This design comes from an exercise in tuning for small area, a short achievable clock period and few clock cycles on the open sky130 flow, not from production work.
Where RTL was checked, it was by simulation tests only, not by an equivalence proof against the original.
Power and IR drop assume default switching activity.

## the previous run
==> flow/design.v (excerpt) <==
module lmp_decoder (
    input             clk,
    input             rst,         
    input             ev_valid,
    output            ev_ready,
    input      [1:0]  ev_kind,     
    input      [31:0] ev_time,
    output reg        res_valid,
    output reg [3:0]  res_err,     
    output     [32:0] res_period,
    output     [63:0] res_freq,
    output     [15:0] res_nbits,
    output     [3:0]  res_nbytes,
    output     [63:0] res_bytes
);
clock: 8.0 ns
lec_check: 0
cap_margin: 20
core_margin: 2
core_utilization: 40
place_density: 0.6
setup_slack_margin: 5
slew_margin: 20
run.sh (not shown) runs the stock make flow with config.mk's settings and CLKGATE_MAP_FILE= SYNTH_SCRIPT=/design/flow/synth_recipe.tcl, a recipe that flattens the netlist after the stock synthesis.
Testbench counts of the previous run, summed over its fixed seeds: cycles 30,676.
The following lists how the current run was set up differently from the previous run:
# the previous run
export LEC_CHECK = 0
export CAP_MARGIN = 20
export CORE_MARGIN = 2
export CORE_UTILIZATION = 40
export PLACE_DENSITY = 0.6
export SETUP_SLACK_MARGIN = 5
export SLEW_MARGIN = 20
create_clock -name core_clock -period 8.0 [get_ports {clk}]
# the current run
export LEC_CHECK = 0
export CAP_MARGIN = 20
export CORE_MARGIN = 2
export CORE_UTILIZATION = 40
export PLACE_DENSITY = 0.6
export SETUP_SLACK_MARGIN = 4.5
export SLEW_MARGIN = 20
create_clock -name core_clock -period 8.0 [get_ports {clk}]
Notes after the runs:
Static power due to leakage shrinks by a few percent when moving from the previous run to the current run. The half-perimeter wire length after placement was comparable across the current run and the previous run. Relative to the previous run, buffering overhead has gone down in the current run. Per the comparison of the current run with the previous run, final critical delay including setup and external delays +0.040 ns; post-route cell area -3.1%; clock latency on the worst-skew pair held. Between the previous run and the current run, the share of the final layout cell area in multi-input gates does not differ in any meaningful way. The faster design of the two is the previous run; the current run tops out lower.

Another version of the RTL of lmp_decoder (not shown whole).
Size: ~2400 cells after synthesis, roughly 220 I/O pins, ~25000 µm² of cells after synthesis.
export LEC_CHECK = 0
export CAP_MARGIN = 20
export CORE_MARGIN = 2
export CORE_UTILIZATION = 40
export PLACE_DENSITY = 0.6
export SETUP_SLACK_MARGIN = 4.5
export SLEW_MARGIN = 20
create_clock -name core_clock -period 8.0 [get_ports {clk}]
Rerun with:
--- a/flow/config.mk
+++ b/flow/config.mk
@@ -9,4 +9,4 @@
 export CORE_MARGIN = 2
-export CORE_UTILIZATION = 40
-export PLACE_DENSITY = 0.6
+export CORE_UTILIZATION = 60
+export PLACE_DENSITY = 0.75
 export SETUP_SLACK_MARGIN = 4.5
What happened: Design area came out lower by about 1.7%. Clock skew came out higher by 0.010 ns. Synthesized area does not change. First-iteration DRC count came out higher by about 18%. Worst setup slack loses 0.13 ns. Wire length came out higher by about 2%. Non-clock buffer count came out higher by 10. Hold slack loses 0.0075 ns.
No run of this note included a check of the RTL's function; only the layout flow was run.

Setup of yarrow:
lmp_decoder, a different RTL version from the one above (not shown whole).
Size: ~2200 cells after synthesis, about 480 flip-flops, about 220 I/O pins, ~23000 um^2 of cells after synthesis.
==> flow/config.mk <==
export PLATFORM = sky130hd
export DESIGN_NAME = lmp_decoder
export DESIGN_NICKNAME = lmp_decoder
export VERILOG_FILES = /design/flow/design.v
export SDC_FILE = /design/flow/constraint.sdc
export NUM_CORES = 4
export LEC_CHECK = 0
export CAP_MARGIN = 20
export CORE_MARGIN = 2
export CORE_UTILIZATION = 40
export PLACE_DENSITY = 0.6
export SETUP_SLACK_MARGIN = 5
export SLEW_MARGIN = 20
export TNS_END_PERCENT = 10
==> flow/constraint.sdc <==
create_clock -name core_clock -period 8.0 [get_ports {clk}]
set_input_delay 1.6000 -clock core_clock [delete_from_list [all_inputs] [get_ports {clk}]]
set_output_delay 1.6000 -clock core_clock [all_outputs]
set_load 0.01 [all_outputs]
standard.sh (not shown) runs the stock make flow with config.mk's settings and CLKGATE_MAP_FILE= SYNTH_SCRIPT=/design/flow/synth_recipe.tcl, a recipe that flattens the netlist after the stock synthesis.
==> flow/flow/run.sh <==
#!/bin/bash
# Standard layout, with plain buf_1 cells as the port buffers instead of the
# delay buffers buffer_ports picks by default, and clock tree synthesis
# without dummy loads.
set -euo pipefail
export BUFFER_PORTS_ARGS="-buffer_cell sky130_fd_sc_hd__buf_1"
export CTS_ARGS="-sink_clustering_enable -repair_clock_nets -sink_clustering_size 16 -sink_clustering_max_diameter 80 -buf_list sky130_fd_sc_hd__clkbuf_8 -dont_use_dummy_load"
bash standard.sh > standard.log 2>&1
Testbench counts of yarrow, summed over its fixed seeds: cycles 30,458.
Edits applied to the flow inputs when going from yarrow to onyx:
- TNS_END_PERCENT no longer set, was 10
- ABC_AREA now 1, previously not set
## What came out
- On total chip power, yarrow loses to onyx.
- On area growth from synthesis to final layout: between yarrow and onyx, it ends up higher for onyx.
- Higher final weighted congestion in routability-driven placement was reported by onyx, not yarrow.
- Net switching power deteriorates in onyx relative to yarrow.
- Status: sequential area share after synthesis parity (onyx, yarrow)
- Of yarrow and onyx, onyx shows the lower tightest slew margin relative to the limit, with yarrow above it.
- Looking at yarrow and onyx, the total global routing track utilization is a wash.
Relative to onyx, the following input files were edited for zinc:
- CORE_UTILIZATION now 55, was 40
- ABC_AREA no longer set, was 1
- PLACE_DENSITY now 0.7, was 0.6
## What came out
The lower final net count of zinc and onyx is in zinc.
For clock latency on the worst-skew pair, onyx and zinc come out practically identical.
onyx has a higher overall power after layout than zinc.
Row count ended up 13 lower on zinc than on onyx.
zinc: number of clock buffer instances in the layout is about 2.7% lower than what onyx reported.
When zinc is set beside onyx, its maximum vdd ir drop turns out to be 0.0000091 V smaller.
Any difference in final count of negative-setup-slack endpoints between onyx and zinc is small enough to ignore.
Compared with onyx, in zinc fraction of the cycle the final worst path needs went down 1.0 points; endpoint arrival time on the critical path went down 2160 ps.
Re global-route wire length before repair: zinc and onyx aren't equal, and the higher value belongs to onyx.

Starting RTL as in the previous note.
## lmp_decoder
module lmp_decoder (
    input             clk,
    input             rst,         
    input             ev_valid,
    output            ev_ready,
    input      [1:0]  ev_kind,     
    input      [31:0] ev_time,
    output reg        res_valid,
    output reg [3:0]  res_err,     
    output     [32:0] res_period,
    output     [63:0] res_freq,
    output     [15:0] res_nbits,
    output     [3:0]  res_nbytes,
    output     [63:0] res_bytes
);
clock: 8.0 ns
lec_check: 0
cap_margin: 20
core_margin: 2
core_utilization: 40
place_density: 0.6
setup_slack_margin: 5
slew_margin: 20
Scripts as last shown in full above: flow/flow/run.sh
Testbench counts at the start, summed over its fixed seeds: cycles 30,458.
==> next run, changes <==
--- a/flow/flow/run.sh
+++ b/flow/flow/run.sh
@@ -3,2 +3,2 @@
-# delay buffers buffer_ports picks by default, and clock tree synthesis
-# without dummy loads.
+# delay buffers buffer_ports picks by default, clock tree synthesis without
+# dummy loads, and timing repair aiming at a 2.6 ns clock.
@@ -7,0 +8 @@
+export SETUP_SLACK_MARGIN=5.4
SETUP_SLACK_MARGIN = default   (was 5)
Result:
- cell area went up by 10%
- count of clock-buffer cells in the layout is unchanged
- clock power stays flat

Another version of the RTL of lmp_decoder (not shown whole).
Size: ~2700 cells after synthesis, about 440 flip-flops, roughly 220 I/O pins, ~27000 sq um of cells after synthesis.
Settings: LEC_CHECK=0, CAP_MARGIN=20, CORE_MARGIN=2, CORE_UTILIZATION=40, PLACE_DENSITY=0.6, SETUP_SLACK_MARGIN=4.5, SLEW_MARGIN=20; clock period 8.0 ns.
run.sh (not shown) runs the stock make flow with config.mk's settings and CLKGATE_MAP_FILE= SYNTH_SCRIPT=/design/flow/synth_recipe.tcl, a recipe that flattens the netlist after the stock synthesis.
Stock flow here: none of the scripts above is used.
Then changed:
Settings changed: SETUP_SLACK_MARGIN 4.5 to 3.5.
The changed run produced a clean layout.
Non-clock buffer count drops by 93.
Count of clock-buffer cells in the layout falls by 2.
Routed wire length decreases by a few percent.
Die area stays the same.
Hold slack gains 0.0095 ns.
Setup slack loses 0.12 ns.
Combinational power falls by a few percent.
Sequential share of layout area is higher by 1.6 points.
No functional check of the RTL was part of any run of this note.

== JK ==
RTL: one of the versions met above, not the one the previous note started from.
Size in the first run: roughly 2200 cells after synthesis, ~480 flip-flops, ~220 I/O pins, roughly 23000 µm² of cells after synthesis.
clock: 8.0 ns
lec_check: 0
cap_margin: 20
core_margin: 2
core_utilization: 40
place_density: 0.6
setup_slack_margin: 4.8
slew_margin: 20
standard.sh (not shown) runs the stock make flow with config.mk's settings and CLKGATE_MAP_FILE= SYNTH_SCRIPT=/design/flow/synth_recipe.tcl, a recipe that flattens the netlist after the stock synthesis.
==> flow/flow/run.sh <==
#!/bin/bash
# Standard layout, with plain buf_1 cells as the port buffers instead of the
# delay buffers buffer_ports picks by default, and clock tree synthesis
# without dummy loads.
set -euo pipefail
export BUFFER_PORTS_ARGS="-buffer_cell sky130_fd_sc_hd__buf_1"
export CTS_ARGS="-sink_clustering_enable -repair_clock_nets -sink_clustering_size 16 -sink_clustering_max_diameter 80 -buf_list sky130_fd_sc_hd__clkbuf_8 -dont_use_dummy_load"
bash standard.sh > standard.log 2>&1
Testbench counts of JK, summed over its fixed seeds: cycles 30,458.
Setup changes, JK to MS
- swapping 4.8 for 5 in SETUP_SLACK_MARGIN
-- flow/flow/run.sh --
<<< JK, line 7
export CTS_ARGS="-sink_clustering_enable -repair_clock_nets -sink_clustering_size 16 -sink_clustering_max_diameter 80 -buf_list sky130_fd_sc_hd__clkbuf_8 -dont_use_dummy_load"
>>> MS, line 7
export CTS_ARGS="-sink_clustering_enable -repair_clock_nets -sink_clustering_size 24 -sink_clustering_max_diameter 80 -buf_list sky130_fd_sc_hd__clkbuf_16 -root_buf sky130_fd_sc_hd__clkbuf_16 -dont_use_dummy_load"
--- outcome ---
Cmp MS vs JK: setup slack after placement higher in MS
MS was carried through to the last stage, and its layout satisfied the timing, design-rule and antenna checks.
Compared with JK, MS shows final worst clock skew lower by 56 ps.
Side by side, total routing resource utilization after global routing turned out higher in MS than in JK.
Delta (MS minus JK): count of vias placed by the detailed router up 284; wire length on met1 up about 2.8%.
MS against JK: final critical-path share of the clock period lost 0.46 points, maximum frequency picked up an extra 1.2%, area of all placed cells without fillers picked up an extra about 2.4%.
[inputs] AL vs MS
-- flow/flow/run.sh --
<<< MS, line 7
export CTS_ARGS="-sink_clustering_enable -repair_clock_nets -sink_clustering_size 24 -sink_clustering_max_diameter 80 -buf_list sky130_fd_sc_hd__clkbuf_16 -root_buf sky130_fd_sc_hd__clkbuf_16 -dont_use_dummy_load"
>>> AL, line 7
export CTS_ARGS="-sink_clustering_enable -repair_clock_nets -sink_clustering_size 16 -sink_clustering_max_diameter 80 -buf_list sky130_fd_sc_hd__clkbuf_8 -root_buf sky130_fd_sc_hd__clkbuf_16 -dont_use_dummy_load"
==> comparison <==
Each of the runs, namely AL and MS, reached the end of the flow and came out clean. Largest driver fanout on the critical path (lower): MS. Relative to MS, growth of design area from synthesis to finish decreased by 0.68 points in AL. On routed length on met1, the higher figure sits with AL, not MS. Taking MS as the reference, in AL length of the first detailed-routing pass in iterations higher; area of all sequential standard cells roughly the same. Of AL and MS, the run reporting the higher relative area of clock buffers and inverters in the final design was MS. Against MS, AL comes in 1.3 points lower on final period utilization. Critical path endpoint: res_period[2] -> AL, res_period[3] -> MS. Between MS and AL, the met3 layer usage reported by global route figures differ only marginally.
Relative to AL, the following input files were edited for TR:
- TNS_END_PERCENT newly set to 0
-- flow/flow/run.sh --
<<< AL, line 7
export CTS_ARGS="-sink_clustering_enable -repair_clock_nets -sink_clustering_size 16 -sink_clustering_max_diameter 80 -buf_list sky130_fd_sc_hd__clkbuf_8 -root_buf sky130_fd_sc_hd__clkbuf_16 -dont_use_dummy_load"
>>> TR, line 7
export CTS_ARGS="-sink_clustering_enable -repair_clock_nets -sink_clustering_size 16 -sink_clustering_max_diameter 80 -buf_list sky130_fd_sc_hd__clkbuf_8 -dont_use_dummy_load"
[summary]
- On post-route worst setup slack: between AL and TR, it ends up higher for AL.
- Diff AL -> TR: number of cells in the design after placement about even; synthesized area about even; final period demand of the worst path rose 110 ps; leakage power summed over all cells fell about 1.4%.
- Looking at capture point of the critical path, the res_period[2] result is from AL; the res_period[18] one comes from TR.
Input-level comparison between PW and TR:
- TNS_END_PERCENT removed (was 0)
-- flow/flow/run.sh --
<<< TR, line 7
export CTS_ARGS="-sink_clustering_enable -repair_clock_nets -sink_clustering_size 16 -sink_clustering_max_diameter 80 -buf_list sky130_fd_sc_hd__clkbuf_8 -dont_use_dummy_load"
>>> PW, line 7
export CTS_ARGS="-sink_clustering_enable -repair_clock_nets -sink_clustering_size 12 -sink_clustering_max_diameter 60 -buf_list sky130_fd_sc_hd__clkbuf_8 -dont_use_dummy_load"
- PW | status: complete | timing, DRC, antenna: pass
- The flow did not stop early for TR: all stages ran, and the layout cleared the timing, design-rule and antenna checks.
- Taking TR as the reference, in PW die footprint comparable, number of buffers and inverters on the critical path rose by 2, overall routed net length rose by about 4.4%, setup slack lower.
- Compared with TR, PW shows critical path depth higher by 2.
- Taking TR as the reference point, the met3 track demand over resource in global routing of PW rises by 0.74 points.
- Fraction of area in non-clock buffers (lower): TR
- TR was routed with fewer vias than PW.
- [PW] total met3 wirelength after detailed routing rose 21% relative to TR
- Higher clock power among PW and TR: PW
- PW vs. TR: area added between synthesis and finish went up by 3.3 points.

## re-timing with driven ports
In the flow no input, the clock included, has a driving cell. The finished layouts below were timed again as built, in two steps.
Step 1 assumes that a clkbuf_16 drives the clock port and a buf_2 every other input.
Step 2 times the ports against the registers' clock, not the clock port: input delays grow and output delays shrink by t, the midpoint of the rising clock arrivals with the driver on.
Slacks: ideal / step 1 / step 2; pairs: ideal / step 1.
run	t, ns	slack for setup (ns)	clock arrival spread, ns	worst slew at a driven data input, ns	cell pins on the clock port's net
the previous run	0.655	4.539 / 4.479 / 4.478	0.037 / 0.037	0.06	1
the current run	0.639	4.499 / 4.444 / 4.263	0.027 / 0.027	0.06	1
the first run of note 2	0.643	3.951 / 3.951 / 3.951	0.013 / 0.013	0.04	1
the second run of note 2	0.634	3.822 / 3.822 / 3.822	0.029 / 0.030	0.05	1
yarrow	0.648	4.865 / 4.816 / 4.458	0.124 / 0.124	0.06	1
onyx	0.637	4.782 / 4.776 / 4.690	0.075 / 0.074	0.03	1
zinc	0.635	4.864 / 4.810 / 4.745	0.090 / 0.090	0.06	1
the first run of note 4	0.643	4.979 / 4.927 / 4.483	0.066 / 0.067	0.07	1
the second run of note 4	0.648	4.917 / 4.860 / 4.872	0.093 / 0.093	0.06	1
the first run of note 5	0.664	2.479 / 2.479 / 2.479	0.027 / 0.026	0.03	1
the second run of note 5	0.665	2.356 / 2.356 / 2.356	0.028 / 0.028	0.04	1
JK	0.658	4.837 / 4.786 / 4.451	0.104 / 0.103	0.08	1
MS	0.626	4.874 / 4.818 / 4.511	0.062 / 0.062	0.07	1
AL	0.574	4.981 / 4.925 / 4.690	0.058 / 0.058	0.07	1
TR	0.655	4.875 / 4.820 / 4.470	0.072 / 0.071	0.07	1
PW	0.667	4.847 / 4.793 / 4.487	0.111 / 0.110	0.07	1
After both steps every run listed still meets setup and hold. The setup slack of the first run of note 4, which loses most, moves by -0.052 ns with the drivers and by -0.496 ns with both steps.
